From an optimization exercise on the open Yosys and OpenROAD flow, aimed at small area and a short achievable clock period; shortcuts taken in it are not production practice. Only simulation tests tie the RTL to the original design; equivalence was not proved. Power is estimated from default activity; no workload was simulated.

Design fdc_read, start of the top module:
module fdc_read (
    input  wire        clk,
    input  wire        rst,
    input  wire        drive_active,
    input  wire        flux,
    input  wire        wr_en,
    input  wire [2:0]  wr_port,
    input  wire [15:0] wr_data,
    input  wire        rd_en,
    output wire [15:0] status,
    output reg         mem_we,
    output wire [31:0] mem_addr,
    output wire [15:0] mem_wdata,
    output reg         irq_sync,
    output reg         irq_done
);
Size: ~1000 cells after synthesis, roughly 92 I/O pins, roughly 8900 sq um of cells after synthesis.
clock: 7.0 ns
lec_check: 0
cap_margin: 20
core_margin: 2
core_utilization: 60
setup_slack_margin: 4.4
slew_margin: 20
synth_hierarchical: 1
standard.sh (not shown) runs the stock make flow with config.mk's settings and CLKGATE_MAP_FILE= SYNTH_SCRIPT=/design/flow/synth_recipe.tcl, a recipe that flattens the netlist after the stock synthesis.
==> flow/flow/run.sh <==
#!/bin/bash
# Standard ORFS layout (the standard.sh) with two changes:
#  - port buffers are sky130_fd_sc_hd__buf_2 instead of the resizer's default
#    choice (a delay cell);
#  - clock tree synthesis without dummy loads.
set -euo pipefail
export BUFFER_PORTS_ARGS="-buffer_cell sky130_fd_sc_hd__buf_2"
export CTS_ARGS="-sink_clustering_enable -repair_clock_nets -buf_list sky130_fd_sc_hd__clkbuf_8 -dont_use_dummy_load"
bash standard.sh finish > standard_flow.log 2>&1
The baseline finished with timing, DRC and antenna clean.
Edit:
==> flow/flow/run.sh (replaced) <==
#!/bin/bash
# Standard ORFS layout (the standard.sh) with these changes:
#  - port buffers are sky130_fd_sc_hd__buf_2 instead of the resizer's default
#    choice (a delay cell);
#  - clock tree synthesis without dummy loads;
#  - the slow multi-input OR cells are not used (synthesis maps to NOR/NAND
#    forms instead); they are added to the platform's own don't-use list.
set -euo pipefail
export BUFFER_PORTS_ARGS="-buffer_cell sky130_fd_sc_hd__buf_2"
export CTS_ARGS="-sink_clustering_enable -repair_clock_nets -buf_list sky130_fd_sc_hd__clkbuf_8 -dont_use_dummy_load"
platform="sky130_fd_sc_hd__lpflow_bleeder_1 sky130_fd_sc_hd__lpflow_clkbufkapwr_1 sky130_fd_sc_hd__lpflow_clkbufkapwr_16 sky130_fd_sc_hd__lpflow_clkbufkapwr_2 sky130_fd_sc_hd__lpflow_clkbufkapwr_4 sky130_fd_sc_hd__lpflow_clkbufkapwr_8 sky130_fd_sc_hd__lpflow_clkinvkapwr_1 sky130_fd_sc_hd__lpflow_clkinvkapwr_16 sky130_fd_sc_hd__lpflow_clkinvkapwr_2 sky130_fd_sc_hd__lpflow_clkinvkapwr_4 sky130_fd_sc_hd__lpflow_clkinvkapwr_8 sky130_fd_sc_hd__lpflow_decapkapwr_12 sky130_fd_sc_hd__lpflow_decapkapwr_3 sky130_fd_sc_hd__lpflow_decapkapwr_4 sky130_fd_sc_hd__lpflow_decapkapwr_6 sky130_fd_sc_hd__lpflow_decapkapwr_8 sky130_fd_sc_hd__lpflow_inputiso0n_1 sky130_fd_sc_hd__lpflow_inputiso0p_1 sky130_fd_sc_hd__lpflow_inputiso1n_1 sky130_fd_sc_hd__lpflow_inputiso1p_1 sky130_fd_sc_hd__lpflow_inputisolatch_1 sky130_fd_sc_hd__lpflow_isobufsrc_1 sky130_fd_sc_hd__lpflow_isobufsrc_16 sky130_fd_sc_hd__lpflow_isobufsrc_2 sky130_fd_sc_hd__lpflow_isobufsrc_4 sky130_fd_sc_hd__lpflow_isobufsrc_8 sky130_fd_sc_hd__lpflow_isobufsrckapwr_16 sky130_fd_sc_hd__lpflow_lsbuf_lh_hl_isowell_tap_1 sky130_fd_sc_hd__lpflow_lsbuf_lh_hl_isowell_tap_2 sky130_fd_sc_hd__lpflow_lsbuf_lh_hl_isowell_tap_4 sky130_fd_sc_hd__lpflow_lsbuf_lh_isowell_4 sky130_fd_sc_hd__lpflow_lsbuf_lh_isowell_tap_1 sky130_fd_sc_hd__lpflow_lsbuf_lh_isowell_tap_2 sky130_fd_sc_hd__lpflow_lsbuf_lh_isowell_tap_4 sky130_fd_sc_hd__probe_p_8 sky130_fd_sc_hd__probec_p_8 "
slow=""
for c in or3_1 or3_2 or3_4 or3b_1 or3b_2 or3b_4 or4_1 or4_2 or4_4 or4b_1 or4b_2 or4b_4 or4bb_1 or4bb_2 or4bb_4; do
  slow="$slow sky130_fd_sc_hd__$c"
done
bash standard.sh "DONT_USE_CELLS=$platform$slow" finish > standard_flow.log 2>&1
Settings changed: CORE_UTILIZATION 60 to 70, GPL_TIMING_DRIVEN from default to 0, SYNTH_HIERARCHICAL 1 to default.
Outcome: The changed run passed the timing, design-rule and antenna checks. Clock power is about the same. Area after synthesis falls by 6.0%. Power falls by 3.3%. Die area falls by 19%.
Edit:
Settings changed: GPL_TIMING_DRIVEN 0 to default, SETUP_SLACK_MARGIN 4.4 to 4.35.
Outcome: First-iteration DRC count went down by 2.3%. Clock skew went up by 7.5 ps. Sequential share of layout area came out higher by 0.91 points. Sequential power hardly moves. Final area goes down by 2.2%. Combinational power drops by about 9%.
Edit:
==> flow/flow/run.sh (replaced) <==
#!/bin/bash
# Standard ORFS layout (the standard.sh) with two changes:
#  - port buffers are sky130_fd_sc_hd__buf_2 instead of the resizer's default
#    choice (a delay cell);
#  - clock tree synthesis without dummy loads.
set -euo pipefail
export BUFFER_PORTS_ARGS="-buffer_cell sky130_fd_sc_hd__buf_2"
export CTS_ARGS="-sink_clustering_enable -repair_clock_nets -buf_list sky130_fd_sc_hd__clkbuf_8 -dont_use_dummy_load"
bash standard.sh finish > standard_flow.log 2>&1
Settings changed: CORE_UTILIZATION 70 to 60, SETUP_SLACK_MARGIN 4.35 to 4.4.
Outcome: The new run passed the timing, design-rule and antenna checks; die area increases by 17%; register-to-register slack improved by 70 ps; global-route usage decreases by 2.3 points; final cell count increases by 3.6%; count of clock-buffer cells in the layout stays the same; design area increases by 2.6%; setup slack got worse by 290 ps; power increases by 1.3%; utilization decreases by 9.3 points; flip-flop and latch count is unchanged; clock power increases by about 1%.

* * *

== P ==
Another version of the RTL of fdc_read (not shown whole).
For scale: ~170 flip-flops, roughly 92 I/O pins.
clock: 7.0 ns
lec_check: 0
cap_margin: 20
core_margin: 2
core_utilization: 60
cts_buf_list: sky130_fd_sc_hd__clkbuf_8
setup_slack_margin: 4.4
slew_margin: 20
==> flow/flow/run.sh <==
#!/bin/bash
# Standard ORFS layout (the standard.sh), with the port buffers made of
# sky130_fd_sc_hd__buf_1 instead of the resizer's default choice.
set -euo pipefail
export BUFFER_PORTS_ARGS="-buffer_cell sky130_fd_sc_hd__buf_1"
bash standard.sh finish > standard_flow.log 2>&1
P closes out successfully: all stages finished, all timing, DRC and antenna checks passed.
Inputs modified between P and Q:
- SETUP_SLACK_MARGIN changed from 4.4 to 4.7
Findings:
Q ran to completion and came out clean on the timing, design-rule and antenna checks.
P has completed all stages; timing, DRC and antenna checks passed.
Between P and Q, critical path depth is higher for P, Q comes in under that.
Diff P and Q: clock-buffer cell count higher in P
The sequential cell area in the final layout in Q was higher than what P gave.
Higher total iterations of the first detailed-routing run was reported by Q, not P.
The last element of the critical path comes out state[0] in one run and status[14] in the other, namely in P and Q respectively.
Modified inputs, R compared to Q
- SETUP_SLACK_MARGIN changed from 4.7 to 4.4
- CTS_BUF_LIST removed (was sky130_fd_sc_hd__clkbuf_8)
==> flow/flow/run.sh <==
#!/bin/bash
# Standard ORFS layout (the standard.sh) with two changes:
#  - port buffers are sky130_fd_sc_hd__buf_2 instead of the resizer's default
#    choice (a delay cell);
#  - clock tree synthesis without dummy loads.
set -euo pipefail
export BUFFER_PORTS_ARGS="-buffer_cell sky130_fd_sc_hd__buf_2"
export CTS_ARGS="-sink_clustering_enable -repair_clock_nets -buf_list sky130_fd_sc_hd__clkbuf_8 -dont_use_dummy_load"
bash standard.sh finish > standard_flow.log 2>&1
Results
Number of standard cells in the layout, taps in and fillers out delta for R relative to Q: 85 lower
As far as sequential cell count goes, Q and R are indistinguishable; the numbers are identical.
The highest metal layer used by the detailed router comes out met4 in one run and met5 in the other, namely in R and Q respectively.
Summary of R over Q: met3 track demand over resource in global routing shows a reduction of 1.7 points, non-clock buffer count decreased by about 40% relative to the old numbers, total congestion overflow after global routing has remained practically unchanged, routed via count saw a decrease.
The run showing the greater fraction of area in registers is R.
The inputs of S differ from those of R as listed below.
- a change of CORE_UTILIZATION from 60 to 70
-- flow/flow/run.sh --
<<< R, line 2
# Standard ORFS layout (the standard.sh) with two changes:
>>> S, line 2
# Standard ORFS layout (the standard.sh) with these changes:
<<< R, line 5
#  - clock tree synthesis without dummy loads.
>>> S, line 5
#  - clock tree synthesis without dummy loads;
#  - the slow multi-input OR cells are not used (synthesis maps to NOR/NAND
#    forms instead); they are added to the platform's own don't-use list.
<<< R, line 9
bash standard.sh finish > standard_flow.log 2>&1
>>> S, line 11
platform="sky130_fd_sc_hd__lpflow_bleeder_1 sky130_fd_sc_hd__lpflow_clkbufkapwr_1 sky130_fd_sc_hd__lpflow_clkbufkapwr_16 sky130_fd_sc_hd__lpflow_clkbufkapwr_2 sky130_fd_sc_hd__lpflow_clkbufkapwr_4 sky130_fd_sc_hd__lpflow_clkbufkapwr_8 sky130_fd_sc_hd__lpflow_clkinvkapwr_1 sky130_fd_sc_hd__lpflow_clkinvkapwr_16 sky130_fd_sc_hd__lpflow_clkinvkapwr_2 sky130_fd_sc_hd__lpflow_clkinvkapwr_4 sky130_fd_sc_hd__lpflow_clkinvkapwr_8 sky130_fd_sc_hd__lpflow_decapkapwr_12 sky130_fd_sc_hd__lpflow_decapkapwr_3 sky130_fd_sc_hd__lpflow_decapkapwr_4 sky130_fd_sc_hd__lpflow_decapkapwr_6 sky130_fd_sc_hd__lpflow_decapkapwr_8 sky130_fd_sc_hd__lpflow_inputiso0n_1 sky130_fd_sc_hd__lpflow_inputiso0p_1 sky130_fd_sc_hd__lpflow_inputiso1n_1 sky130_fd_sc_hd__lpflow_inputiso1p_1 sky130_fd_sc_hd__lpflow_inputisolatch_1 sky130_fd_sc_hd__lpflow_isobufsrc_1 sky130_fd_sc_hd__lpflow_isobufsrc_16 sky130_fd_sc_hd__lpflow_isobufsrc_2 sky130_fd_sc_hd__lpflow_isobufsrc_4 sky130_fd_sc_hd__lpflow_isobufsrc_8 sky130_fd_sc_hd__lpflow_isobufsrckapwr_16 sky130_fd_sc_hd__lpflow_lsbuf_lh_hl_isowell_tap_1 sky130_fd_sc_hd__lpflow_lsbuf_lh_hl_isowell_tap_2 sky130_fd_sc_hd__lpflow_lsbuf_lh_hl_isowell_tap_4 sky130_fd_sc_hd__lpflow_lsbuf_lh_isowell_4 sky130_fd_sc_hd__lpflow_lsbuf_lh_isowell_tap_1 sky130_fd_sc_hd__lpflow_lsbuf_lh_isowell_tap_2 sky130_fd_sc_hd__lpflow_lsbuf_lh_isowell_tap_4 sky130_fd_sc_hd__probe_p_8 sky130_fd_sc_hd__probec_p_8 "
slow=""
for c in or3_1 or3_2 or3_4 or3b_1 or3b_2 or3b_4 or4_1 or4_2 or4_4 or4b_1 or4b_2 or4b_4 or4bb_1 or4bb_2 or4bb_4; do
  slow="$slow sky130_fd_sc_hd__$c"
done
bash standard.sh "DONT_USE_CELLS=$platform$slow" finish > standard_flow.log 2>&1
- Compared with R, S shows area occupied by multi-input gates higher by about 2.6%.
- Looking at wire length the detailed router placed on met1 across R and S, the one that comes out higher is R.
- Wire length (lower): R
- The run showing the smaller average instance area after synthesis is S.
- Per the comparison of S with R, fraction of power consumed by combinational cells barely changed; area of the mapped netlist climbed 0.33%; area fraction of clock buffers and clock inverters barely changed; setup slack after layout dropped 0.040 ns.

==> afterwards: timing with drivers on the ports <==
In the flow no input, the clock included, has a driving cell. The finished layouts below were timed again as built, in two steps. Step 1, drivers: a clkbuf_16 drives clk and a buf_2 each remaining input, both assumed. Step 2 also shifts input and output timing later by t, the mid clock arrival at the registers, as if the neighbouring blocks saw the same clock. a / b / c = ideal ports / drivers / drivers and shift; a / b = the first two.
run	t (ns)	slack for setup (ns)	slew at the worst register clock pin (ns)
the first run of note 1	0.476	4.399 / 4.404 / 3.928	0.09 / 0.09
the second run of note 1	0.493	4.394 / 4.358 / 3.982	0.09 / 0.09
the third run of note 1	0.477	4.407 / 4.370 / 3.948	0.09 / 0.09
the fourth run of note 1	0.481	4.121 / 4.117 / 3.636	0.09 / 0.09
P	0.488	4.342 / 4.332 / 3.863	0.09 / 0.09
Q	0.520	4.298 / 4.261 / 3.851	0.12 / 0.12
R	0.483	4.356 / 4.317 / 3.872	0.09 / 0.09
S	0.491	4.316 / 4.278 / 3.939	0.10 / 0.10
After both steps setup and hold are still met in every run listed. The setup slack of the fourth run of note 1, which loses most, moves by -0.004 ns with the drivers and by -0.485 ns with both steps.
